This is an optimization exercise on Yosys and OpenROAD, whose aim is small area, not a production implementation. Only simulation tests tie the RTL to the original design; equivalence was not proved. No activity file was given, so power comes from the tool's default toggle rates.

`design.v`:
```
module pixtolic_alu (
    input  wire [31:0] a,
    input  wire [31:0] b,
    input  wire        inv,       
    input  wire        kp,        
    input  wire        kg,        
    input  wire        ka,        
    input  wire        c_eq,      
    input  wire        c_lt,
    input  wire        c_gt,
    output wire [31:0] result
);
    wire [31:0] bx = b ^ {32{inv}};
    wire [31:0] p  = a ^ bx;
    wire [31:0] g  = a & bx;
    wire [32:0] c;
    assign c[0] = inv;
    genvar i;
    generate
        for (i = 0; i < 32; i = i + 1) begin : g_bit
            assign c[i+1] = g[i] | (p[i] & c[i]);
        end
    endgenerate
    wire [31:0] r = ((p & {32{kp}}) | (g & {32{kg}})) ^ (c[31:0] & {32{ka}});
    wire eq = &p;
    wire lt = p[31] ? ~c[31] : a[31];
    wire cmp = (c_eq & eq) | (c_lt & lt) | (c_gt & ~lt & ~eq);
    assign result = {r[31:1], r[0] | cmp};
endmodule
module pixtolic_lane #(
    parameter [2:0] LANE = 3'd0
) (
    input  wire        clk,
    input  wire [3:0]  sel_a,     
    input  wire [3:0]  sel_b,
    input  wire [31:0] sh_a,
    input  wire [31:0] sh_b,
    input  wire        xl_a,      
    input  wire        xl_b,
    input  wire        inv,
    input  wire        kp,
    input  wire        kg,
    input  wire        ka,
    input  wire        c_eq,
    input  wire        c_lt,
    input  wire        c_gt,
    input  wire [4:0]  we,        
    output reg  [11:0] out_pix
);
    reg  [31:0] gp0, gp1, gp2, gp3;
    wire [31:0] result;
    wire [31:0] xa = {29'd0, LANE & {3{xl_a}}};
    wire [31:0] xb = {29'd0, LANE & {3{xl_b}}};
    wire [31:0] a = (gp0 & {32{sel_a[0]}}) | (gp1 & {32{sel_a[1]}}) |
                    (gp2 & {32{sel_a[2]}}) | (gp3 & {32{sel_a[3]}}) | sh_a | xa;
    wire [31:0] b = (gp0 & {32{sel_b[0]}}) | (gp1 & {32{sel_b[1]}}) |
                    (gp2 & {32{sel_b[2]}}) | (gp3 & {32{sel_b[3]}}) | sh_b | xb;
    pixtolic_alu u_alu (
        .a(a), .b(b), .inv(inv), .kp(kp), .kg(kg), .ka(ka),
        .c_eq(c_eq), .c_lt(c_lt), .c_gt(c_gt), .result(result)
    );
    always @(posedge clk) begin
        if (we[0]) gp0 <= result;
        if (we[1]) gp1 <= result;
        if (we[2]) gp2 <= result;
        if (we[3]) gp3 <= result;
        if (we[4]) out_pix <= result[11:0];
    end
endmodule
module pixtolic_pp (
    input  wire        clk,
    input  wire        rst,
    input  wire        active,
    input  wire        new_line,
    input  wire        new_frame,
    input  wire        adv,
    input  wire        prog_we,
    input  wire [2:0]  prog_addr,
    input  wire [44:0] prog_wdata,
    input  wire [2:0]  prog_last,
    input  wire        frame_we,
    input  wire [31:0] frame_wdata,
    output wire        result_ready,
    output wire [95:0] pix_out
);
    localparam NLANES = 8;
    reg [44:0] prog_mem [0:7];
    always @(posedge clk) begin
        if (prog_we)
            prog_mem[prog_addr] <= prog_wdata;
    end
    reg  [2:0]  pc;
    reg  [8:0]  y_coord;
    reg  [31:0] frame_counter;
    reg  [6:0]  xc;
    reg         xoff;
    wire [44:0] instr    = prog_mem[pc];
    wire [2:0]  left_op  = instr[2:0];
    wire [2:0]  right_op = instr[5:3];
    wire [2:0]  dest     = instr[8:6];
    wire [3:0]  opcode   = instr[12:9];
    wire [31:0] imm      = instr[44:13];
    assign result_ready = (pc == prog_last);
    wire eff_adv     = adv & active;
    wire end_of_line = xoff & (xc == 7'd79);
    wire x_reset     = new_frame | (new_line & eff_adv);
    always @(posedge clk) begin
        if (rst)
            pc <= 3'd0;
        else if (new_frame)
            pc <= 3'd0;
        else if (active) begin
            if (eff_adv)
                pc <= 3'd0;
            else if (!result_ready)
                pc <= pc + 3'd1;
        end
    end
    always @(posedge clk) begin
        if (rst) begin
            xc   <= 7'd0;
            xoff <= 1'b0;
        end else if (x_reset) begin
            xc   <= 7'd0;
            xoff <= 1'b1;
        end else if (eff_adv) begin
            xc   <= (xc == 7'd79) ? 7'd0 : xc + 7'd1;
        end
    end
    always @(posedge clk) begin
        if (rst)
            y_coord <= 9'd0;
        else if (new_frame)
            y_coord <= 9'd0;
        else if (eff_adv && end_of_line)
            y_coord <= (y_coord == 9'd479) ? 9'd0 : y_coord + 9'd1;
    end
    always @(posedge clk) begin
        if (rst)
            frame_counter <= 32'd0;
        else if (frame_we)
            frame_counter <= frame_wdata;
        else if (new_frame)
            frame_counter <= frame_counter + 32'd1;
    end
    wire is_not = (opcode == 4'd0);
    wire [31:0] x_sh = {22'd0, xc, 3'd0};
    wire [31:0] sh_a_all = (left_op[1:0] == 2'd0) ? x_sh :
                           (left_op[1:0] == 2'd1) ? {23'd0, y_coord} :
                           (left_op[1:0] == 2'd2) ? frame_counter : imm;
    wire [31:0] sh_b_all = (right_op[1:0] == 2'd0) ? x_sh :
                           (right_op[1:0] == 2'd1) ? {23'd0, y_coord} :
                           (right_op[1:0] == 2'd2) ? frame_counter : imm;
    wire [3:0]  sel_a = {4{~left_op[2]}} & (4'd1 << left_op[1:0]);
    wire [3:0]  sel_b = {4{~right_op[2] & ~is_not}} & (4'd1 << right_op[1:0]);
    wire [31:0] sh_a  = left_op[2] ? sh_a_all : 32'd0;
    wire [31:0] sh_b  = (right_op[2] & ~is_not) ? sh_b_all : 32'd0;
    wire        xl_a  = xoff & (left_op == 3'd4);
    wire        xl_b  = xoff & (right_op == 3'd4) & ~is_not;
    wire op_and = (opcode == 4'd1);
    wire op_or  = (opcode == 4'd2);
    wire op_xor = (opcode == 4'd3);
    wire op_add = (opcode == 4'd4);
    wire op_sub = (opcode == 4'd5);
    wire op_eq  = (opcode == 4'd6);
    wire op_gt  = (opcode == 4'd7);
    wire op_gte = (opcode == 4'd8);
    wire op_lt  = (opcode == 4'd9);
    wire op_lte = (opcode == 4'd10);
    wire inv  = ~(op_and | op_or | op_xor | op_add);
    wire kp   = ~rst & (is_not | op_or | op_xor | op_add | op_sub);
    wire kg   = ~rst & (op_and | op_or);
    wire ka   = ~rst & (op_add | op_sub);
    wire c_eq = ~rst & (op_eq | op_gte | op_lte);
    wire c_lt = ~rst & (op_lt | op_lte);
    wire c_gt = ~rst & (op_gt | op_gte);
    wire [4:0] we = {5{rst}} | (5'd1 << dest);
    genvar l;
    generate
        for (l = 0; l < NLANES; l = l + 1) begin : g_lane
            pixtolic_lane #(.LANE(l)) u_lane (
                .clk    (clk),
                .sel_a  (sel_a),
                .sel_b  (sel_b),
                .sh_a   (sh_a),
                .sh_b   (sh_b),
                .xl_a   (xl_a),
                .xl_b   (xl_b),
                .inv    (inv),
                .kp     (kp),
                .kg     (kg),
                .ka     (ka),
                .c_eq   (c_eq),
                .c_lt   (c_lt),
                .c_gt   (c_gt),
                .we     (we),
                .out_pix(pix_out[12*l +: 12])
            );
        end
    endgenerate
endmodule
```
`run.sh`:
```
#!/bin/bash
# synth_recipe.tcl (not shown) runs the flow's synth.tcl, then flattens the netlist and writes it again
# the make line also repeats each setting of config.mk as NAME=value (left out here)
make -C /OpenROAD-flow-scripts/flow DESIGN_CONFIG=/design/flow/config.mk WORK_HOME=/design/flow/orfs CLKGATE_MAP_FILE= SYNTH_SCRIPT=/design/flow/synth_recipe.tcl finish
```
`config.mk`:
```
export PLATFORM = sky130hd
export DESIGN_NAME = pixtolic_pp
export DESIGN_NICKNAME = pixtolic_pp
export VERILOG_FILES = /design/flow/design.v
export SDC_FILE = /design/flow/constraint.sdc
export NUM_CORES = 4
export LEC_CHECK = 0
export ABC_AREA = 1
export CAP_MARGIN = 20
export CORE_MARGIN = 2
export CORE_UTILIZATION = 50
export SLEW_MARGIN = 20
```
`constraint.sdc`:
```
create_clock -name core_clock -period 12.0 [get_ports {clk}]
set_input_delay 2.4000 -clock core_clock [delete_from_list [all_inputs] [get_ports {clk}]]
set_output_delay 2.4000 -clock core_clock [all_outputs]
set_load 0.01 [all_outputs]
```
==> results of run 1 <==
how the worst max path moves through the flow:
stage / start / endpoint / slack [ns] / cells past startpoint
after global placement: register / g_lane[0].u_lane.gp0[0] / 2.13 / 77
after floorplan: register / g_lane[0].u_lane.gp1[0] / -2.50 / 15
after CTS: register / g_lane[5].u_lane.gp0[0] / 2.08 / 80
after global routing: register / g_lane[3].u_lane.out_pix[0] / 0.81 / 80
after detailed placement: register / g_lane[4].u_lane.gp2[0] / 2.13 / 77
final: register / g_lane[0].u_lane.out_pix[0] / 1.81 / 77
metal layers:
metal / routed length (µm) / up-vias
li1: - / 28244
met1: 108300 / 30563
met2: 120900 / 3476
met3: 26130 / 611
met4: 12660 / 2
met5: 13 / -
worst max-delay path, delay by kind of cell (launching register included):
family | cells | cell delay, ns
AOI/OAI and AO/OA | 1 | 0.13
DFF | 1 | 0.76
adders and majority gates | 1 | 0.35
xor gates and xnor gates | 1 | 0.11
and+or+nand+nor | 71 | 6.84
buffers and inverters | 3 | 1.54
where the power goes:
part	leakage, µW	internal, µW	switching (µW)	total, µW
clock	0.00269	2960	2250	5210
sequential	0.0154	6610	287	6900
combinational	0.0175	987	2140	3120
through the flow:
| stage | std cells | hold WS (ns) |
|---|---|---|
| after floorplan | 7909 | 0.4638 |
| after global placement | 9878 | 0.5005 |
| after detailed placement | 9878 | 0.5053 |
| after CTS | 10186 | 0.5121 |
| after global routing | 10191 | 0.5394 |
| final | 10192 | 0.5116 |
state kept, by name (all words and copies together) (netlist names), named ones only:
name	flops
g_lane.u_lane.out_pix	96
xoff	1
g_lane.u_lane.gp2	256
g_lane.u_lane.gp3	256
pc	3
prog_mem	360
g_lane.u_lane.gp1	256
frame_counter	32
xc	7
g_lane.u_lane.gp0	256
y_coord	9
layout make-up:
cell class / count / area share [%]
antenna: 6 / 0.01669
clock buffer: 206 / 4.866
clock inverter: 102 / 1.334
inverter: 763 / 3.212
multi-input combinational: 5177 / 33.55
sequential: 1535 / 50.65
tap: 2072 / 2.883
timing repair buffer: 331 / 3.492
kinds of logic (layout without fill, tap and decap cells):
| group | count (synthesis) | in the layout | synth area share [%] |
|---|---|---|---|
| XOR/XNOR | 537 | 537 | 5.868 |
| buffers and inverters | 1197 | 1402 | 5.766 |
| flip-flops | 1535 | 1535 | 56.82 |
| AND/OR/NAND/NOR | 3019 | 3019 | 15.83 |
| other | 0 | 6 | 0 |
| adder cells (fa/ha/maj) | 260 | 260 | 4.059 |
| AO/OA/AOI/OAI | 1361 | 1361 | 11.66 |
cells in the mapped netlist, types with 51 or more instances:
master     count  area share [%]
a21oi_1      242             1.5
a221oi_1     133             1.5
a22oi_1      410             3.8
buf_1         51            0.24
clkbuf_1     349             1.6
dfxtp_1       55             1.4
edfxtp_1    1480              55
ha_1         260             4.1
inv_1        747             3.5
nand2_1     2074             9.7
nand3_1      493             3.1
nand4_1      162             1.3
nor2_1       180            0.84
o2111ai_1     53            0.58
o21ai_0       76            0.47
o22ai_1      299             2.3
xnor2_1      253             2.8
xor2_1       284             3.1
==> flow_summary.ini, run 1 <==
[final_layout]
final_cell_mix = nand2_1, edfxtp_1, inv_1, nand3_1, a22oi_1
area_delta_synth_final_pct = 12.21
seqCellArea_um2 = 45550
fin_area_um2 = 89940
drive_above_1_share_pct = 5.669
post-route-util_pct = 56.66
final.fill_count = 13434
final_nets = 8327
final_common_cell = nand2_1
multi_input_area_um2 = 30180

[sta]
relSlewSlack_pct = 17.81
fmax_mhz = 98.10
tns_ns = 0
finalCritPeriodShare_pct = 84.95
setup_viol_count_final = 0
setup_ws_ns = 1.806
fin_worst_skew_ns = 0.04592
worst_pin_slew_ns = 1.233
fin_crit_ns = 10.19
hold_viol = 0
finalMaxSlewViolations = 0
rsz0062_at_grt = no

[synthesis]
synth_edf_count = 1480
avgSynthCellArea_um2 = 10.13
yosysUniqueCellTypes = 54
synthArstFlopShare_pct = 0
synth_ff_type = edfxtp_1
seq_area_frac_synth_pct = 56.82
ys_warn_count = 9
yosys_register_bits = 1535
synthCells = 7909
synth_area_um2 = 80150
syn_nets = 8260

[global_routing]
grt_max_degree = 183
grt_pass1_vias = 60991
top_usage_layer = met2
use_met2_pct = 51.05
met3_usage_pct = 5.047
overflow = 0
antenna_found_initial = 11
grt_pass1_wl_mm = 392.5
grt_usage_pct = 32.18
met1_usage_pct = 43.94

[setup_path]
r2r_slack_ns = 1.81
path_common_cell = nand2_1
cp_slowest_stage_delay_ns = 0.80
r2r_end = g_lane[0].u_lane.out_pix[0]
crit_required_ns = 12.52
critPathMaxFanout = 73
arrival_ns = 10.71
critical-path-slowest-cell = inv_8
reg2reg_depth = 77
critPathKind = reg -> reg
endpoint_kind = register
cp-start-kind = register

[min_path]
worst_hold_path_type = reg -> reg
worstHoldPathCells = 2
hold_end = frame_counter[22]
hold_path.startpoint = frame_counter[22]

[clock_tree]
cts_made_buffers = 168
cts_tree = done
cts.reportedPaths.clkPinSlew_ns = 0.06
insertion_delay_ns = 0.83
cts_hold_buf = 0
clockRootBuffer = clkbuf_16
clock_sinks = 1535
postCtsResizedCells = 0
cts_buffer_depth = 3
post_cts.repair.setup_buffers = 0
cts_htree_levels = 4

[die]
fp.dieH_um = 404.4
die_w_um = 404.4
ios = 188
initial_core_util_pct = 50.49
core_area_um2 = 158700
fp-row-count = 146
die-area_um2 = 163500

[routing]
drt.antenna.violating_nets = 0
drt_iter0_drc = 7080
wl_mm = 268.0
via_per_inst = 6.171
wire_per_inst_um = 26.30
drc_errors = 0
drtPass1Iterations = 6
num_vias = 62896

[placement]
place_congestion = 0.9220
place_ws_ns = 2.131
io_buffers = 187
place_hpwl_mm = 158.9
place_area_um2 = 84350

[power]
powerDensity_nw_per_um2 = 169.4
leakagePower_uw = 0.03561
ir_drop_mv = 0.1353
design_power_total_uw = 15230

[run]
maxCapViolCount = 0

[status]
status = finished clean
==> run 2, diff against run 1 <==
--- a/design.v
+++ b/design.v
@@ -84,37 +84,45 @@
     output wire [95:0] pix_out
 );
     localparam NLANES = 8;
-    reg [44:0] prog_mem [0:7];
+    wire [3:0] w_opc  = prog_wdata[12:9];
+    wire [2:0] w_dest = prog_wdata[8:6];
+    wire [5:0] w_code = w_opc[3] ? {3'd5 + {1'b0, w_opc[1:0]}, w_dest}
+                                 : {w_dest, w_opc[2:0]};
+    wire [43:0] w_word = {prog_wdata[44:13], w_code, prog_wdata[5:0]};
+    reg [43:0] prog_mem [0:7];
     always @(posedge clk) begin
         if (prog_we)
-            prog_mem[prog_addr] <= prog_wdata;
-    end
-    reg  [2:0]  pc;
+            prog_mem[prog_addr] <= w_word;
+    end
+    reg  [7:0]  pc_oh;
     reg  [8:0]  y_coord;
     reg  [31:0] frame_counter;
     reg  [6:0]  xc;
     reg         xoff;
-    wire [44:0] instr    = prog_mem[pc];
+    reg [43:0] instr;
+    integer k;
+    always @(*) begin
+        instr = 44'd0;
+        for (k = 0; k < 8; k = k + 1)
+            instr = instr | (prog_mem[k] & {44{pc_oh[k]}});
+    end
+    wire [5:0]  code     = instr[11:6];
+    wire        hi_code  = (code[5:3] > 3'd4);
     wire [2:0]  left_op  = instr[2:0];
     wire [2:0]  right_op = instr[5:3];
-    wire [2:0]  dest     = instr[8:6];
-    wire [3:0]  opcode   = instr[12:9];
-    wire [31:0] imm      = instr[44:13];
-    assign result_ready = (pc == prog_last);
+    wire [2:0]  dest     = hi_code ? code[2:0] : code[5:3];
+    wire [3:0]  opcode   = hi_code ? {2'b10, code[4:3] - 2'd1} : {1'b0, code[2:0]};
+    wire [31:0] imm      = instr[43:12];
+    wire [7:0] last_oh = 8'd1 << prog_last;
+    assign result_ready = |(pc_oh & last_oh);
     wire eff_adv     = adv & active;
     wire end_of_line = xoff & (xc == 7'd79);
     wire x_reset     = new_frame | (new_line & eff_adv);
     always @(posedge clk) begin
-        if (rst)
-            pc <= 3'd0;
-        else if (new_frame)
-            pc <= 3'd0;
-        else if (active) begin
-            if (eff_adv)
-                pc <= 3'd0;
-            else if (!result_ready)
-                pc <= pc + 3'd1;
-        end
+        if (rst | new_frame | eff_adv)
+            pc_oh <= 8'd1;
+        else if (active & ~result_ready)
+            pc_oh <= {pc_oh[6:0], pc_oh[7]};
     end
     always @(posedge clk) begin
         if (rst) begin
--- a/config.mk
+++ b/config.mk
@@ -6,7 +6,11 @@
 export NUM_CORES = 4
 export LEC_CHECK = 0
 export ABC_AREA = 1
+export ABC_CLOCK_PERIOD_IN_PS = 12000
 export CAP_MARGIN = 20
 export CORE_MARGIN = 2
 export CORE_UTILIZATION = 50
+export CTS_BUF_LIST = sky130_fd_sc_hd__clkbuf_8
+export CTS_CLUSTER_DIAMETER = 70
+export CTS_CLUSTER_SIZE = 14
 export SLEW_MARGIN = 20
==> run 2 against run 1 <==
  * Area after synthesis decreased by 1.3%
  * Critical endpoint is now g_lane[3].u_lane.gp0[0]
  * Count of clock-buffer cells in the layout shrank 62
  * Still clean on timing, DRC and antenna
  * Die area shrank 1.3%
==> flow_summary.ini, run 2 <==
[clock_tree]
cts_made_buffers = 140
insertion_delay_ns = 0.95
cts_tree = done
post_cts.repair.setup_buffers = 0
cts.reportedPaths.clkPinSlew_ns = 0.09
cts_buffer_depth = 3
clock_sinks = 1529
clockRootBuffer = clkbuf_8
postCtsResizedCells = 0
cts_hold_buf = 0
cts_htree_levels = 4

[global_routing]
antenna_found_initial = 8
overflow = 0
grt_max_degree = 151
grt_pass1_vias = 59824
grt_pass1_wl_mm = 408.2
grt_usage_pct = 34.35

[synthesis]
synth_mux_area_share_pct = 0
yosysUniqueCellTypes = 50
synth_xor_area_share_pct = 5.834
yosys-top-cells-area = edfxtp_1, nand2_1, inv_1
synth_edf_count = 1472
synth-adder-area-share_pct = 4.128
yosys-top-cells-count = nand2_1, edfxtp_1, inv_1
yosys.area_share.simple_pct = 14.41
syn_nets = 8104
synth_compound_area_share_pct = 11.95
yosysMostFrequentCell = nand2_1
synth_area_um2 = 79120
seq_area_frac_synth_pct = 57.31
synth_ff_type = edfxtp_1
avgSynthCellArea_um2 = 10.21
synthArstFlopShare_pct = 0
synth_top_family_by_area = simple AND/OR/NAND/NOR gates
yosysTopAreaCellShare_pct = 55.87
synthCells = 7752
yosysTopAreaCell = edfxtp_1
yosys_register_bits = 1529
ys_warn_count = 9

[placement]
place_hpwl_mm = 176.6
place_congestion = 0.9423
io_buffers = 187
place_ws_ns = 2.238

[die]
fp.dieH_um = 401.8
die-area_um2 = 161400
core_area_um2 = 156800
ios = 188
initial_core_util_pct = 50.47
die_w_um = 401.8
fp-row-count = 145

[final_layout]
final.fill_count = 13440
area_delta_synth_final_pct = 9.288
multi_input_area_um2 = 29010
largest_reg_flops = 352
final_cell_mix = nand2_1, edfxtp_1, inv_1, o22ai_1, xor2_1
final_nets = 8206
final_common_cell = nand2_1
drive_above_1_share_pct = 5.521
seqCellArea_um2 = 45350
regMostFlops = prog_mem
post-route-util_pct = 55.16

[setup_path]
critPathKind = reg -> reg
path_common_cell = nand2_1
endpoint_kind = register
critical-path-slowest-cell = nand2_1
crit_required_ns = 12.64
cp_slowest_stage_delay_ns = 0.54
arrival_ns = 10.71
cp-start-kind = register
critPathMaxFanout = 27

[routing]
drtPass1Iterations = 6
wl_mm = 283.5
wire_per_inst_um = 28.35
drc_errors = 0
num_vias = 62907
drt_iter0_drc = 8241
via_per_inst = 6.290
drt.antenna.violating_nets = 0

[power]
ir_drop_mv = 0.1011
powerDensity_nw_per_um2 = 186.1
leakagePower_uw = 0.03337
design_power_total_uw = 16090

[sta]
fmax_mhz = 99.35
relSlewSlack_pct = 11.34
setup_viol_count_final = 0
hold_viol = 0
fin_worst_skew_ns = 0.04460
rsz0062_at_grt = no
timing.hold.ws_ns = 0.5009
worst_pin_slew_ns = 1.320
fin_crit_ns = 10.07
finalCritPeriodShare_pct = 83.88
setup_ws_ns = 1.935
finalMaxSlewViolations = 0

[status]
status = finished clean

[min_path]
worst_hold_path_type = reg -> reg

[run]
maxCapViolCount = 0
run 2: cell types whose count changed in the layout (fill, tap and decap cells not counted), sizes merged, moves of 29 or more:
| cell | previous run | this run |
|---|---|---|
| o22ai | 299 | 378 |
| a221oi | 133 | 184 |
| clkbuf | 206 | 146 |
| buf | 144 | 173 |
| inv | 765 | 968 |
| o2111ai | 53 | 132 |
| a22oi | 410 | 182 |
| nand3 | 494 | 271 |
| clkinv | 78 | 18 |
| nand2 | 2086 | 1984 |
| nand4 | 162 | 192 |
run 2: power breakdown:
group	leakage [µW]	switching (µW)	total, µW	internal [µW]
Combinational	0.0165	3740	5380	1650
Sequential	0.0154	434	7580	7150
Clock	0.00140	1900	3130	1230
Total	0.0334	6070	16100	10000
run 2: area by class of cell:
type                            instances  share of cell area [%]
Sequential cell                      1529                   52.45
Inverter                              922                   4.057
Multi-Input combinational cell       4899                   33.55
Antenna cell                            9                 0.02605
Tap cell                             2058                   2.978
Timing Repair Buffer                  362                   3.982
Clock inverter                         78                  0.6671
Clock buffer                          144                   2.292
run 2: kinds of logic (layout without fill, tap and decap cells):
kind of cell,Yosys count,after routing
simple gates,2749,2749
flops,1529,1529
compound gates,1362,1362
buf+inv,1324,1506
xor+xnor,527,527
fa+ha+maj,261,261
other cells,0,9
run 2: metal layers:
metal	routed length [µm]	global-route usage (%)
met5	41	0
met3	33560	8.286
met1	112800	46.95
met4	13020	15.07
met2	124100	52.20
run 2: worst max-delay path: cells and delay by family (launching register included):
family,cells,cell delay (ns)
AOI/OAI and AO/OA,6,1.34
xor gates and xnor gates,1,0.17
adders and majority gates,2,0.60
buffers and inverters,4,0.62
DFF,1,0.50
and+or+nand+nor,69,6.52
run 2: path summary, 6_finish.rpt:
kind | startpoint | endpoint | slack [ns] | cells past startpoint
setup / recovery | pc_oh[1] | g_lane[3].u_lane.gp0[0] | 1.93 | 82
setup reg to reg | pc_oh[1] | g_lane[3].u_lane.gp0[0] | 1.93 | 82
hold / removal | frame_counter[16] | frame_counter[16] | 0.50 | 2
hold reg to reg | frame_counter[16] | frame_counter[16] | 0.50 | 2
run 2: through the flow:
stage,cells,setup TNS (ns),cell area [µm²]
finish,10001,0,86470
floorplan,7752,-1977.33,79130
CTS,9990,0,86430
global route,9994,0,86450
global placement,9766,0,83850
detailed placement,9768,0,83880
==> run 3, diff against run 2 <==
==> flow/run.sh (new file) <==
#!/bin/bash
# The standard layout (standard.sh: the standard flow's synthesis and ORFS flow), with two
# changes passed to ORFS through its own variables:
#  - port buffers use the smallest buffer cell (every port still gets one);
#  - the clock tree uses clkbuf_8 with larger sink clusters and no dummy loads.
# Each ORFS step writes its own log under orfs/logs/; make's output goes to make.log.
set -euo pipefail
export BUFFER_PORTS_ARGS="-buffer_cell sky130_fd_sc_hd__buf_1"
export CTS_ARGS="-sink_clustering_enable -repair_clock_nets -dont_use_dummy_load -buf_list sky130_fd_sc_hd__clkbuf_8 -sink_clustering_size 14 -sink_clustering_max_diameter 70"
bash standard.sh > make.log 2>&1
==> standard.sh (new file) <==
#!/bin/bash
# synth_recipe.tcl (not shown) runs the flow's synth.tcl, then flattens the netlist and writes it again
# the make line also repeats each setting of config.mk as NAME=value (left out here)
make -C /OpenROAD-flow-scripts/flow DESIGN_CONFIG=/design/flow/config.mk WORK_HOME=/design/flow/orfs CLKGATE_MAP_FILE= SYNTH_SCRIPT=/design/flow/synth_recipe.tcl "${@:-finish}"
--- a/config.mk
+++ b/config.mk
@@ -10,7 +10,4 @@
 export CAP_MARGIN = 20
 export CORE_MARGIN = 2
 export CORE_UTILIZATION = 50
-export CTS_BUF_LIST = sky130_fd_sc_hd__clkbuf_8
-export CTS_CLUSTER_DIAMETER = 70
-export CTS_CLUSTER_SIZE = 14
 export SLEW_MARGIN = 20
removed: run.sh
==> run 3 against run 2 <==
  * Still clean on timing, DRC and antenna
  * Sequential share of layout area rose by 1.2 points
  * Via count fell by 0.65%
  * Clock power fell by 12%
  * Global-route usage fell by 0.33 points
  * Utilization fell by 1.3 points
  * Clock skew rose by 0.056 ns
  * Power fell by 3.0%
  * Maximum frequency fell by 2.1%
  * Non-clock buffer count fell by 13
  * Final area fell by 2.3%
  * Critical path type unchanged
  * Critical endpoint is now g_lane[2].u_lane.gp3[0]
  * Highest routed layer unchanged
==> flow_summary.ini, run 3 <==
[status]
status = finished clean

[clock_tree]
post_cts.repair.setup_buffers = 0
clockRootBuffer = clkbuf_8
clock_sinks = 1529
cts_made_buffers = 137
cts_buffer_depth = 3
cts_hold_buf = 0
postCtsResizedCells = 0
cts_tree = done
insertion_delay_ns = 0.97
cts.reportedPaths.clkPinSlew_ns = 0.10
cts_htree_levels = 4

[final_layout]
final.fill_count = 13785
fin_cells = 9899
final_nets = 8190
final_common_cell = nand2_1
largest_reg_flops = 352
final_cell_mix = nand2_1, edfxtp_1, inv_1, o22ai_1, xor2_1
area_delta_synth_final_pct = 6.794
regMostFlops = prog_mem
drive_above_1_share_pct = 4.786
post-route-util_pct = 53.90

[synthesis]
yosysMostFrequentCell = nand2_1
synth_area_um2 = 79120
yosysTopAreaCell = edfxtp_1
yosysTopAreaCellShare_pct = 55.87
avgSynthCellArea_um2 = 10.21
yosysUniqueCellTypes = 50
synthCells = 7752
yosys_register_bits = 1529
seq_area_frac_synth_pct = 57.31
synthArstFlopShare_pct = 0
yosys-top-cells-count = nand2_1, edfxtp_1, inv_1
yosys-top-cells-area = edfxtp_1, nand2_1, inv_1
synth_edf_count = 1472
syn_nets = 8104
ys_warn_count = 9
synth_ff_type = edfxtp_1

[global_routing]
overflow = 0
grt_usage_pct = 34.02
grt_pass1_wl_mm = 404.2
grt_max_degree = 140
antenna_found_initial = 16
grt_pass1_vias = 59477

[sta]
fin_worst_skew_ns = 0.1008
rsz0062_at_grt = no
finalMaxSlewViolations = 0
relSlewSlack_pct = 14.79
setup_viol_count_final = 0
fin_crit_ns = 10.28
worst_pin_slew_ns = 1.268
finalCritPeriodShare_pct = 85.63
hold_viol = 0
fmax_mhz = 97.31

[power]
power.internal_uw = 9703
switchingPower_uw = 5900
p_sw_share_pct = 37.81
design_power_total_uw = 15600
clockPowerShare_pct = 17.6
combPwrFrac_pct = 33.8
pwr-share-seq_pct = 48.6
ir_drop_mv = 0.1112
powerDensity_nw_per_um2 = 184.7
leakagePower_uw = 0.03241

[die]
core_area_um2 = 156800
initial_core_util_pct = 50.47
fp-row-count = 145
ios = 188
die-area_um2 = 161400
die_w_um = 401.8
fp.dieH_um = 401.8

[setup_path]
crit_start = pc_oh[0]
reg2reg_from = pc_oh[0]
path_common_cell = nand2_1
endpoint_kind = register
critPathKind = reg -> reg
cp-start-kind = register
crit_required_ns = 12.57
cp_slowest_stage_delay_ns = 0.57
critical-path-slowest-cell = nand3_4
critPathMaxFanout = 46
arrival_ns = 10.85
reg2reg_depth = 81

[placement]
place_hpwl_mm = 173.2
io_buffers = 187
placed_cells = 9755
place_congestion = 0.9288

[routing]
drt.antenna.violating_nets = 0
wl_mm = 281.3
drt_iter0_drc = 7892
drtPass1Iterations = 8
wire_per_inst_um = 28.41
via_per_inst = 6.313
num_vias = 62495
drc_errors = 0

[run]
maxCapViolCount = 0

[min_path]
worstHoldPathCells = 2
hold_path.startpoint = frame_counter[22]
worst_hold_path_type = reg -> reg
## run 3: cell counts after synthesis
Identical to the previous run, type by type.
## run 3: worst max-delay path, delay by kind of cell, from the launching register on
kind,cells,cell delay [ns]
AOI/OAI and AO/OA,5,1.33
buffers and inverters,4,0.63
xor gates and xnor gates,1,0.16
adders and majority gates,2,0.59
DFF,1,0.42
and+or+nand+nor,69,6.77
## run 3: cells by family (layout without fill, tap and decap cells)
group	after synthesis	count (layout)	synth area share, %
AOI/OAI and AO/OA	1362	1362	11.95
DFF	1529	1529	57.31
other	0	5	0
xor gates and xnor gates	527	527	5.834
and+or+nand+nor	2749	2749	14.41
adders and majority gates	261	261	4.128
buffers and inverters	1324	1408	6.370
## run 3: layout make-up
| cell class | count | area [µm²] | share of cell area, % |
|---|---|---|---|
| Antenna cell | 5 | 12.51 | 0.01481 |
| Clock buffer | 137 | 1886 | 2.232 |
| Inverter | 922 | 3511 | 4.155 |
| Multi-Input combinational cell | 4899 | 29020 | 34.34 |
| Sequential cell | 1529 | 45350 | 53.68 |
| Tap cell | 2058 | 2575 | 3.048 |
| Timing Repair Buffer | 349 | 2140 | 2.532 |
## run 3: metal layers
metal  up-vias  track usage (%)  routed length (µm)  part of all wire [%]
met3       710            7.694               31360                    11
met2      3668            51.15              121800                    43
met1     30594            46.32              112100                    40
met4        10            17.43               15920                   5.7
met5         -                0                  75                 0.027
li1      27513                -                   -                     -
## run 3: power groups by stage
stage / sequential [µW] / combinational [µW] / clock (µW)
2_1_floorplan: 7720 / 3260 / 0
3_3_place_gp: 7660 / 5030 / 0
3_5_place_dp: 7680 / 5100 / 0
4_1_cts: 7570 / 5130 / 2780
5_1_grt: 7680 / 5720 / 2960
6_report: 7580 / 5270 / 2750
## run 3: final timing paths
check,to,slack (ns)
setup / recovery,g_lane[2].u_lane.gp3[0],1.72
hold / removal,frame_counter[22],0.50
setup reg to reg,g_lane[2].u_lane.gp3[0],1.72
hold reg to reg,frame_counter[22],0.50
## run 3: stage by stage
stage	hold slack, ns	setup TNS (ns)	worst slack, ns	area [µm²]
global placement	0.4775	0	2.176	82550
global route	0.5230	0	0.7887	84480
detailed placement	0.4882	0	2.033	82570
finish	0.5032	0	1.724	84490
floorplan	0.4496	-1977.33	-2.724	79130
CTS	0.5025	0	1.958	84460
==> run 4, diff against run 3 <==
--- a/design.v
+++ b/design.v
@@ -1,31 +1,33 @@
 module pixtolic_alu (
-    input  wire [31:0] a,
-    input  wire [31:0] b,
-    input  wire        inv,       
-    input  wire        kp,        
-    input  wire        kg,        
-    input  wire        ka,        
-    input  wire        c_eq,      
-    input  wire        c_lt,
-    input  wire        c_gt,
-    output wire [31:0] result
+    input  wire       clk,
+    input  wire [3:0] sel_a,
+    input  wire [3:0] sel_b,
+    input  wire       sh_a,
+    input  wire       sh_b,
+    input  wire       inv,
+    input  wire       kp,
+    input  wire       kg,
+    input  wire       ka,
+    input  wire [3:0] we,
+    input  wire       c_in,
+    output wire       c_out,
+    output wire       p,
+    output wire       r
 );
-    wire [31:0] bx = b ^ {32{inv}};
-    wire [31:0] p  = a ^ bx;
-    wire [31:0] g  = a & bx;
-    wire [32:0] c;
-    assign c[0] = inv;
-    genvar i;
-    generate
-        for (i = 0; i < 32; i = i + 1) begin : g_bit
-            assign c[i+1] = g[i] | (p[i] & c[i]);
-        end
-    endgenerate
-    wire [31:0] r = ((p & {32{kp}}) | (g & {32{kg}})) ^ (c[31:0] & {32{ka}});
-    wire eq = &p;
-    wire lt = p[31] ? ~c[31] : a[31];
-    wire cmp = (c_eq & eq) | (c_lt & lt) | (c_gt & ~lt & ~eq);
-    assign result = {r[31:1], r[0] | cmp};
+    reg gp0, gp1, gp2, gp3;
+    wire a = (gp0 & sel_a[0]) | (gp1 & sel_a[1]) | (gp2 & sel_a[2]) | (gp3 & sel_a[3]) | sh_a;
+    wire b = (gp0 & sel_b[0]) | (gp1 & sel_b[1]) | (gp2 & sel_b[2]) | (gp3 & sel_b[3]) | sh_b;
+    wire bx = b ^ inv;
+    wire g  = a & bx;
+    assign p     = a ^ bx;
+    assign c_out = g | (p & c_in);
+    assign r     = ((p & kp) | (g & kg)) ^ (c_in & ka);
+    always @(posedge clk) begin
+        if (we[0]) gp0 <= r;
+        if (we[1]) gp1 <= r;
+        if (we[2]) gp2 <= r;
+        if (we[3]) gp3 <= r;
+    end
 endmodule
 module pixtolic_lane #(
     parameter [2:0] LANE = 3'd0
@@ -37,34 +39,60 @@
     input  wire [31:0] sh_b,
     input  wire        xl_a,      
     input  wire        xl_b,
-    input  wire        inv,
-    input  wire        kp,
-    input  wire        kg,
-    input  wire        ka,
-    input  wire        c_eq,
+    input  wire        inv,       
+    input  wire        kp,        
+    input  wire        kg,        
+    input  wire        ka,        
+    input  wire        c_eq,      
     input  wire        c_lt,
     input  wire        c_gt,
     input  wire [4:0]  we,        
     output reg  [11:0] out_pix
 );
-    reg  [31:0] gp0, gp1, gp2, gp3;
-    wire [31:0] result;
-    wire [31:0] xa = {29'd0, LANE & {3{xl_a}}};
-    wire [31:0] xb = {29'd0, LANE & {3{xl_b}}};
-    wire [31:0] a = (gp0 & {32{sel_a[0]}}) | (gp1 & {32{sel_a[1]}}) |
-                    (gp2 & {32{sel_a[2]}}) | (gp3 & {32{sel_a[3]}}) | sh_a | xa;
-    wire [31:0] b = (gp0 & {32{sel_b[0]}}) | (gp1 & {32{sel_b[1]}}) |
-                    (gp2 & {32{sel_b[2]}}) | (gp3 & {32{sel_b[3]}}) | sh_b | xb;
-    pixtolic_alu u_alu (
-        .a(a), .b(b), .inv(inv), .kp(kp), .kg(kg), .ka(ka),
-        .c_eq(c_eq), .c_lt(c_lt), .c_gt(c_gt), .result(result)
-    );
-    always @(posedge clk) begin
-        if (we[0]) gp0 <= result;
-        if (we[1]) gp1 <= result;
-        if (we[2]) gp2 <= result;
-        if (we[3]) gp3 <= result;
-        if (we[4]) out_pix <= result[11:0];
+    wire [31:0] sa = {sh_a[31:3], sh_a[2:0] | (LANE & {3{xl_a}})};
+    wire [31:0] sb = {sh_b[31:3], sh_b[2:0] | (LANE & {3{xl_b}})};
+    wire [32:0] c;
+    wire [31:0] p;
+    wire [31:0] r;
+    reg  gp0_0, gp1_0, gp2_0, gp3_0;
+    wire a0  = (gp0_0 & sel_a[0]) | (gp1_0 & sel_a[1]) | (gp2_0 & sel_a[2]) | (gp3_0 & sel_a[3]) | sa[0];
+    wire b0  = (gp0_0 & sel_b[0]) | (gp1_0 & sel_b[1]) | (gp2_0 & sel_b[2]) | (gp3_0 & sel_b[3]) | sb[0];
+    wire bx0 = b0 ^ inv;
+    wire g0  = a0 & bx0;
+    assign c[0] = inv;
+    assign p[0] = a0 ^ bx0;
+    assign c[1] = g0 | (p[0] & c[0]);
+    genvar i;
+    generate
+        for (i = 1; i < 32; i = i + 1) begin : g_bit
+            pixtolic_alu u_bit (
+                .clk  (clk),
+                .sel_a(sel_a),
+                .sel_b(sel_b),
+                .sh_a (sa[i]),
+                .sh_b (sb[i]),
+                .inv  (inv),
+                .kp   (kp),
+                .kg   (kg),
+                .ka   (ka),
+                .we   (we[3:0]),
+                .c_in (c[i]),
+                .c_out(c[i+1]),
+                .p    (p[i]),
+                .r    (r[i])
+            );
+        end
+    endgenerate
+    wire eq  = &p;
+    wire lt  = p[31] ? ~c[31] : c[32];
+    wire cmp = (c_eq & eq) | (c_lt & lt) | (c_gt & ~lt & ~eq);
+    assign r[0] = (((p[0] & kp) | (g0 & kg)) ^ (c[0] & ka)) | cmp;
+    always @(posedge clk) begin
+        if (we[0]) gp0_0 <= r[0];
+        if (we[1]) gp1_0 <= r[0];
+        if (we[2]) gp2_0 <= r[0];
+        if (we[3]) gp3_0 <= r[0];
+        if (we[4]) out_pix <= r[11:0];
     end
 endmodule
 module pixtolic_pp (
--- a/config.mk
+++ b/config.mk
@@ -5,9 +5,10 @@
 export SDC_FILE = /design/flow/constraint.sdc
 export NUM_CORES = 4
 export LEC_CHECK = 0
-export ABC_AREA = 1
+export ABC_AREA = 0
 export ABC_CLOCK_PERIOD_IN_PS = 12000
 export CAP_MARGIN = 20
 export CORE_MARGIN = 2
 export CORE_UTILIZATION = 50
 export SLEW_MARGIN = 20
+export SYNTH_HIERARCHICAL = 1
==> run 4 against run 3 <==
  * Still clean
  * Area after synthesis down 6.6%
  * Clock skew fell by 0.011 ns
  * Hold slack gained 0.019 ns
  * Sequential power is 3.0% lower
  * Maximum frequency fell by 3.0%
  * Power fell by 14%
  * First-iteration DRC count rose by 12%
  * Sequential share of layout area rose by 3.0 points
  * Non-clock buffer count shrank 26
  * Global-route usage decreased by 3.5 points
  * Clock power shrank 4%
  * Critical path type unchanged
  * Largest cell class unchanged
==> flow_summary.ini, run 4 <==
[status]
status = finished clean

[placement]
io_buffers = 187
place_area_um2 = 78220
place_ws_ns = 1.716
place_congestion = 0.8576
place_hpwl_mm = 138.1
placed_cells = 7737

[setup_path]
cp_slowest_stage_delay_ns = 0.68
critical-path-slowest-cell = nor3b_4
reg2reg_depth = 46
reg2reg_from = pc_oh[5]
arrival_ns = 11.18
endpoint_kind = register
critPathMaxFanout = 41
cp-start-kind = register
crit_required_ns = 12.59
r2r_slack_ns = 1.41
r2r_end = g_lane[7].u_lane.out_pix[0]
path_common_cell = a21o_1
critPathKind = reg -> reg

[clock_tree]
post_cts.repair.setup_buffers = 0
postCtsResizedCells = 0
cts_made_buffers = 132
clock_sinks = 1529
cts_buffer_depth = 3
insertion_delay_ns = 0.90
cts.reportedPaths.clkPinSlew_ns = 0.09
cts_htree_levels = 4
cts_tree = done
cts_hold_buf = 0
clockRootBuffer = clkbuf_8

[power]
switchingPower_uw = 4277
design_power_total_uw = 13360
ir_drop_mv = 0.1087
power.internal_uw = 9085
pwr-share-seq_pct = 55.0
combPwrFrac_pct = 25.2
p_sw_share_pct = 32.01
clockPowerShare_pct = 19.8
powerDensity_nw_per_um2 = 166.9
leakagePower_uw = 0.02981

[sta]
hold_viol = 0
fin_crit_ns = 10.59
setup_ws_ns = 1.410
fin_worst_skew_ns = 0.08952
fmax_mhz = 94.43
relSlewSlack_pct = 10.17
setup_viol_count_final = 0
finalMaxSlewViolations = 0
finalCritPeriodShare_pct = 88.25
worst_pin_slew_ns = 1.347
rsz0062_at_grt = no

[synthesis]
avgSynthCellArea_um2 = 13.27
ys_warn_count = 16
synth_ff_type = edfxtp_1
yosys_register_bits = 1529
synth_area_um2 = 73930
yosysMostFrequentCell = edfxtp_1
synth_edf_count = 1472
syn_nets = 5921
yosys-top-cells-count = edfxtp_1, nand2_1, xor2_1
synthArstFlopShare_pct = 0
yosys-top-cells-area = edfxtp_1, a222oi_1, xor2_1
synthCells = 5569
seq_area_frac_synth_pct = 61.34
yosysTopAreaCellShare_pct = 59.79
yosysUniqueCellTypes = 58
yosysTopAreaCell = edfxtp_1

[global_routing]
use_met2_pct = 47.47
grt_pass1_vias = 52619
grt_max_degree = 167
met3_usage_pct = 4.950
antenna_found_initial = 3
overflow = 0
grt_usage_pct = 30.48
grt_pass1_wl_mm = 345.8
top_usage_layer = met2
met1_usage_pct = 43.22

[die]
fp.dieH_um = 388.5
fp-row-count = 141
die-area_um2 = 150900
initial_core_util_pct = 50.18
core_area_um2 = 147300
ios = 188
die_w_um = 388.5

[routing]
drt_iter0_drc = 8826
wire_per_inst_um = 30.01
wl_mm = 236.1
num_vias = 54291
drc_errors = 0
drtPass1Iterations = 13
via_per_inst = 6.898
drt.antenna.violating_nets = 0

[final_layout]
multi_input_area_um2 = 28450
area_delta_synth_final_pct = 8.283
largest_reg_flops = 352
final_common_cell = edfxtp_1
regMostFlops = prog_mem
fin_area_um2 = 80050
drive_above_1_share_pct = 7.240
fin_cells = 7870
final_nets = 6293
final.fill_count = 12192
seqCellArea_um2 = 45350
final_cell_mix = edfxtp_1, nand2_1, xor2_1, a21oi_1, a222oi_1

[min_path]
hold_end = y_coord[8]
worst_hold_path_type = reg -> reg
worstHoldPathCells = 2
hold_path.startpoint = y_coord[8]

[run]
maxCapViolCount = 0
==> run 4: cell count changes in the layout (fill, tap and decap cells not counted), moves of 103 or more <==
cell / change
a21o_1: +247
a21oi_1: +306
a221oi_1: -184
a222oi_1: +512
a22oi_1: +287
inv_1: -882
nand2_1: -1159
nand3_1: -245
nor2_1: -103
o2111ai_1: -132
o22ai_1: -375
xnor2_1: -223
xor2_1: +251
==> run 4: critical path: cells and delay by family (launching register included) <==
family,cells,cell delay (ns)
adders and majority gates,1,0.22
AOI/OAI and AO/OA,37,7.13
DFF,1,0.58
buffers and inverters,3,0.86
and+or+nand+nor,5,1.46
==> run 4: cell type report <==
| cell class | instances | share of cell area (%) |
|---|---|---|
| Timing Repair Buffer | 323 | 2.413 |
| Multi-Input combinational cell | 3933 | 35.54 |
| Clock buffer | 132 | 2.269 |
| Tap cell | 1930 | 3.017 |
| Antenna cell | 1 | 0.003126 |
| Sequential cell | 1529 | 56.66 |
| Inverter | 22 | 0.1032 |
==> run 4: worst max path at each step <==
stage | from | endpoint | slack [ns] | depth (start not counted)
after CTS | pc_oh[0] | g_lane[2].u_lane.gp2_0 | 1.60 | 46
after global routing | pc_oh[0] | g_lane[7].u_lane.gp0_0 | 0.94 | 46
after global placement | pc_oh[0] | g_lane[6].u_lane.gp0_0 | 1.79 | 46
after floorplan | pc_oh[0] | g_lane[0].u_lane.g_bit[10].u_bit.gp3 | -2.29 | 10
after detailed placement | pc_oh[5] | g_lane[7].u_lane.gp2_0 | 1.72 | 46
final | pc_oh[5] | g_lane[7].u_lane.out_pix[0] | 1.41 | 46
==> run 4: logic make-up after synthesis <==
family                   Yosys count  synth area share, %
AND/OR/NAND/NOR                 1209                7.273
adder cells (fa/ha/maj)          261                4.417
XOR/XNOR                         554                6.563
flip-flops                      1529                61.34
multiplexers                      68                1.010
AO/OA/AOI/OAI                   1841                18.71
buffers and inverters            107               0.6905
==> run 4: power groups by stage <==
stage | clock, µW | combinational, µW | sequential [µW]
5_1_grt | 2880 | 3630 | 7430
3_3_place_gp | 0 | 3250 | 7420
6_report | 2650 | 3360 | 7350
4_1_cts | 2720 | 3310 | 7330
3_5_place_dp | 0 | 3290 | 7450
2_1_floorplan | 0 | 2200 | 7440
==> run 4: metrics by stage <==
| step | util, % | TNS (ns) | hold slack (ns) |
|---|---|---|---|
| after floorplan | - | -1249.70 | 0.4652 |
| after global placement | 53.08 | 0 | 0.5010 |
| after detailed placement | 53.10 | 0 | 0.5061 |
| after CTS | 54.33 | 0 | 0.5212 |
| after global routing | 54.34 | 0 | 0.5604 |
| final | 54.34 | 0 | 0.5227 |
==> run 4: modules after synthesis, one instance, submodules excluded, a selection <==
module        cells inside  area [µm²]  flip-flops and latches
pixtolic_pp           1217       17080                     409
pixtolic_alu            16       206.4                       4
==> run 4: per-layer routing <==
| metal | wire (µm) | part of all wire (%) | vias up |
|---|---|---|---|
| met1 | 97240 | 41 | 27038 |
| met3 | 23610 | 10 | 476 |
| li1 | - | - | 23584 |
| met2 | 106700 | 45 | 3193 |
| met5 | 0 | 0 | - |
| met4 | 8602 | 3.6 | 0 |
==> run 5, diff against run 4 <==
--- a/design.v
+++ b/design.v
@@ -117,23 +117,25 @@
     wire [5:0] w_code = w_opc[3] ? {3'd5 + {1'b0, w_opc[1:0]}, w_dest}
                                  : {w_dest, w_opc[2:0]};
     wire [43:0] w_word = {prog_wdata[44:13], w_code, prog_wdata[5:0]};
-    reg [43:0] prog_mem [0:7];
-    always @(posedge clk) begin
-        if (prog_we)
-            prog_mem[prog_addr] <= w_word;
-    end
+    wire [7:0] word_we = {8{prog_we}} & (8'd1 << prog_addr);
     reg  [7:0]  pc_oh;
     reg  [8:0]  y_coord;
     reg  [31:0] frame_counter;
     reg  [6:0]  xc;
     reg         xoff;
-    reg [43:0] instr;
-    integer k;
-    always @(*) begin
-        instr = 44'd0;
-        for (k = 0; k < 8; k = k + 1)
-            instr = instr | (prog_mem[k] & {44{pc_oh[k]}});
-    end
+    wire [43:0] instr;
+    genvar j;
+    generate
+        for (j = 0; j < 44; j = j + 1) begin : g_prog
+            pixtolic_prog_bit u_col (
+                .clk  (clk),
+                .we   (word_we),
+                .wbit (w_word[j]),
+                .sel  (pc_oh),
+                .rbit (instr[j])
+            );
+        end
+    endgenerate
     wire [5:0]  code     = instr[11:6];
     wire        hi_code  = (code[5:3] > 3'd4);
     wire [2:0]  left_op  = instr[2:0];
@@ -235,3 +237,19 @@
         end
     endgenerate
 endmodule
+module pixtolic_prog_bit (
+    input  wire       clk,
+    input  wire [7:0] we,
+    input  wire       wbit,
+    input  wire [7:0] sel,
+    output wire       rbit
+);
+    reg [7:0] w;
+    integer k;
+    always @(posedge clk) begin
+        for (k = 0; k < 8; k = k + 1)
+            if (we[k])
+                w[k] <= wbit;
+    end
+    assign rbit = |(w & sel);
+endmodule
--- a/flow/run.sh
+++ b/flow/run.sh
@@ -6,5 +6,5 @@
 # Each ORFS step writes its own log under orfs/logs/; make's output goes to make.log.
 set -euo pipefail
 export BUFFER_PORTS_ARGS="-buffer_cell sky130_fd_sc_hd__buf_1"
-export CTS_ARGS="-sink_clustering_enable -repair_clock_nets -dont_use_dummy_load -buf_list sky130_fd_sc_hd__clkbuf_8 -sink_clustering_size 14 -sink_clustering_max_diameter 70"
+export CTS_ARGS="-sink_clustering_enable -repair_clock_nets -dont_use_dummy_load -buf_list sky130_fd_sc_hd__clkbuf_8 -sink_clustering_size 15 -sink_clustering_max_diameter 75"
 bash standard.sh > make.log 2>&1
--- a/config.mk
+++ b/config.mk
@@ -7,8 +7,8 @@
 export LEC_CHECK = 0
 export ABC_AREA = 0
 export ABC_CLOCK_PERIOD_IN_PS = 12000
-export CAP_MARGIN = 20
+export CAP_MARGIN = 10
 export CORE_MARGIN = 2
 export CORE_UTILIZATION = 50
-export SLEW_MARGIN = 20
+export SLEW_MARGIN = 10
 export SYNTH_HIERARCHICAL = 1
==> run 5 against run 4 <==
  * Utilization rose by 0.29 points
  * Register-to-register slack got worse by 0.22 ns
  * Global-route usage rose by 0.46 points
  * Sequential power fell by 1%
  * Flip-flop and latch count did not move
  * Cell count fell by 0.50%
  * Wire length rose by 1.3%
  * Non-clock buffer count fell by 20
  * Synthesized cell count fell by 0.83%
  * Final area fell by 0.29%
  * Die area fell by 0.23%
  * Largest power group unchanged
  * Highest routed layer is now met5
==> flow_summary.ini, run 5 <==
[status]
status = finished clean

[routing]
wire_per_inst_um = 30.55
num_vias = 54155
drtPass1Iterations = 15
wl_mm = 239.2
drc_errors = 0
drt.antenna.violating_nets = 0
drt_iter0_drc = 8847
via_per_inst = 6.915

[placement]
io_buffers = 187
place_congestion = 0.8611
place_hpwl_mm = 143.7

[synthesis]
yosys-top-cells-area = edfxtp_1, a222oi_1, xor2_1
avgSynthCellArea_um2 = 13.35
yosysUniqueCellTypes = 57
yosys-top-cells-count = edfxtp_1, nand2_1, a21oi_1
yosys_register_bits = 1529
yosysTopAreaCell = edfxtp_1
synth_ff_type = edfxtp_1
yosysTopAreaCellShare_pct = 59.93
ys_warn_count = 17
synthCells = 5523
seq_area_frac_synth_pct = 61.48
synth_edf_count = 1472
syn_nets = 5875
synthArstFlopShare_pct = 0
yosysMostFrequentCell = edfxtp_1
synth_area_um2 = 73750

[final_layout]
regMostFlops = g_prog.u_col.w
final_common_cell = edfxtp_1
drive_above_1_share_pct = 6.147
largest_reg_flops = 352
post-route-util_pct = 54.64
final_cell_mix = edfxtp_1, nand2_1, a21oi_1, xor2_1, a222oi_1
final_nets = 6259
area_delta_synth_final_pct = 8.221
final.fill_count = 12081

[power]
powerDensity_nw_per_um2 = 160.6
clockPowerShare_pct = 19.5
leakagePower_uw = 0.03004
combPwrFrac_pct = 24.0
switchingPower_uw = 4054
design_power_total_uw = 12820
power.internal_uw = 8765
p_sw_share_pct = 31.63
pwr-share-seq_pct = 56.5
ir_drop_mv = 0.1020

[setup_path]
critPathKind = reg -> reg
critPathMaxFanout = 54
path_delay_family = compound AO/OA/AOI/OAI gates
cp-start-kind = register
critical-path-slowest-cell = and2_4
path_buf_inv = 1
crit_start = pc_oh[3]
crit_required_ns = 12.57
path_common_cell = a21o_1
reg2reg_from = pc_oh[3]
cp_slowest_stage_delay_ns = 0.75
arrival_ns = 11.37
endpoint_kind = register

[clock_tree]
post_cts.repair.setup_buffers = 0
cts_htree_levels = 3
cts_hold_buf = 0
cts_made_buffers = 117
cts_tree = done
postCtsResizedCells = 0
cts_buffer_depth = 3
clockRootBuffer = clkbuf_8
insertion_delay_ns = 0.93
cts.reportedPaths.clkPinSlew_ns = 0.10
clock_sinks = 1529

[sta]
finalCritPeriodShare_pct = 90.06
fin_worst_skew_ns = 0.1352
hold_viol = 0
fmax_mhz = 92.53
rsz0062_at_grt = no
setup_viol_count_final = 0
fin_crit_ns = 10.81
finalMaxSlewViolations = 0
worst_pin_slew_ns = 1.331
relSlewSlack_pct = 10.92
tns_ns = 0

[global_routing]
grt_pass1_vias = 52728
grt_max_degree = 133
grt_pass1_wl_mm = 351.9
overflow = 0
grt_usage_pct = 30.94
antenna_found_initial = 10

[die]
die_w_um = 388.1
ios = 188
core_area_um2 = 146100
die-area_um2 = 150600
fp.dieH_um = 388.1
initial_core_util_pct = 50.48
fp-row-count = 140

[min_path]
hold_path.startpoint = xc[1]
worst_hold_path_type = reg -> reg

[run]
maxCapViolCount = 0
-- run 5: cell count changes after synthesis, sizes merged, moves of 14 or more --
cell | before | now
o221a | 14 | 0
a22oi | 471 | 440
mux2i | 39 | 58
a211oi | 24 | 8
o21a | 2 | 17
buf | 63 | 13
nor2 | 127 | 104
-- run 5: cell families after synthesis --
group | count (synthesis) | synth area share (%)
AO/OA/AOI/OAI | 1810 | 18.36
XOR/XNOR | 555 | 6.591
multiplexers | 84 | 1.367
flip-flops | 1529 | 61.48
buffers and inverters | 72 | 0.3936
adder cells (fa/ha/maj) | 261 | 4.428
AND/OR/NAND/NOR | 1212 | 7.385
-- run 5: final timing paths --
path	endpoint	slack, ns	depth (start not counted)
worst min register to register	xc[1]	0.58	2
worst min-delay path	xc[1]	0.58	2
worst max register to register	g_lane[1].u_lane.gp3_0	1.19	45
worst max-delay path	g_lane[1].u_lane.gp3_0	1.19	45
-- run 5: routing by layer --
layer	up-vias	GRT usage, %	wire length (µm)
li1	23491	-	-
met1	26930	43.87	96390
met2	3299	49.07	111000
met3	433	4.274	23560
met4	2	10.65	8238
met5	-	0	13
-- run 5: metrics by stage --
step / worst slack [ns] / cells / instance area (µm²) / hold slack, ns
6_report: 1.192 / 7831 / 79820 / 0.5790
3_5_place_dp: 1.479 / 7705 / 78180 / 0.5727
5_1_grt: 0.7342 / 7829 / 79810 / 0.6225
3_3_place_gp: 1.589 / 7705 / 78180 / 0.5479
4_1_cts: 1.399 / 7822 / 79790 / 0.5845
2_1_floorplan: -2.462 / 5523 / 74040 / 0.5012
-- run 5: Yosys stat by module (local to each module, per instance), excerpt --
module	cells inside	times used
pixtolic_prog_bit	13	44
pixtolic_pp	599	1
pixtolic_alu	16	248
-- run 5: worst reg2reg max path: cells and delay by family, from the launching register on --
family,cells,cell delay [ns]
buffers and inverters,1,0.41
xor gates and xnor gates,1,0.25
AOI/OAI and AO/OA,34,6.44
and+or+nand+nor,8,2.54
DFF,1,0.63
adders and majority gates,1,0.25
-- run 5: layout make-up --
cell class | instances | area, µm² | share of cell area, %
flip-flops and latches | 1529 | 45370 | 56.85
multi-input cells | 3922 | 28480 | 35.69
well taps | 1917 | 2399 | 3.005
repair buffers | 303 | 1800 | 2.256
clock buffers | 117 | 1610 | 2.017
inverters | 34 | 127.6 | 0.1599
diodes | 9 | 22.52 | 0.02822
-- run 5: power by group through the flow --
stage | logic (µW) | clock network [µW] | registers, µW
final | 3080 | 2500 | 7240
after global routing | 3320 | 2740 | 7320
after CTS | 3030 | 2560 | 7230
after detailed placement | 3010 | 0 | 7350
after global placement | 2980 | 0 | 7330
after floorplan | 1990 | 0 | 7310

==> separate check: timing with driven ports <==
The flow's constraints put no driver on any port. The routed layouts listed below were extracted and timed again, unchanged, in two steps. Step 1 sets driving cells, clkbuf_16 on the clock port and buf_2 on the other inputs (assumed; they add their load-dependent delay and slew). Step 2 times the ports against the registers' clock, not the clock port: input delays grow and output delays shrink by t, the midpoint of the rising clock arrivals with the driver on. a / b / c = no drivers / after step 1 / after step 2; a / b = the first two.
| run | shift t [ns] | slack for setup (ns) | hold WS [ns] | worst slew at a driven data input, ns |
|---|---|---|---|---|
| run 1 | 0.893 | 1.806 / 1.806 / 1.806 | 0.512 / 0.512 / 0.512 | 0.12 |
| run 2 | 1.014 | 1.935 / 1.935 / 1.935 | 0.501 / 0.501 / 0.501 | 0.08 |
| run 3 | 1.002 | 1.724 / 1.724 / 1.724 | 0.503 / 0.503 / 0.503 | 0.11 |
| run 4 | 0.934 | 1.410 / 1.410 / 1.410 | 0.523 / 0.523 / 0.523 | 0.08 |
| run 5 | 0.936 | 1.192 / 1.192 / 1.192 | 0.579 / 0.579 / 0.579 | 0.10 |
After both steps setup and hold are still met in every run listed.
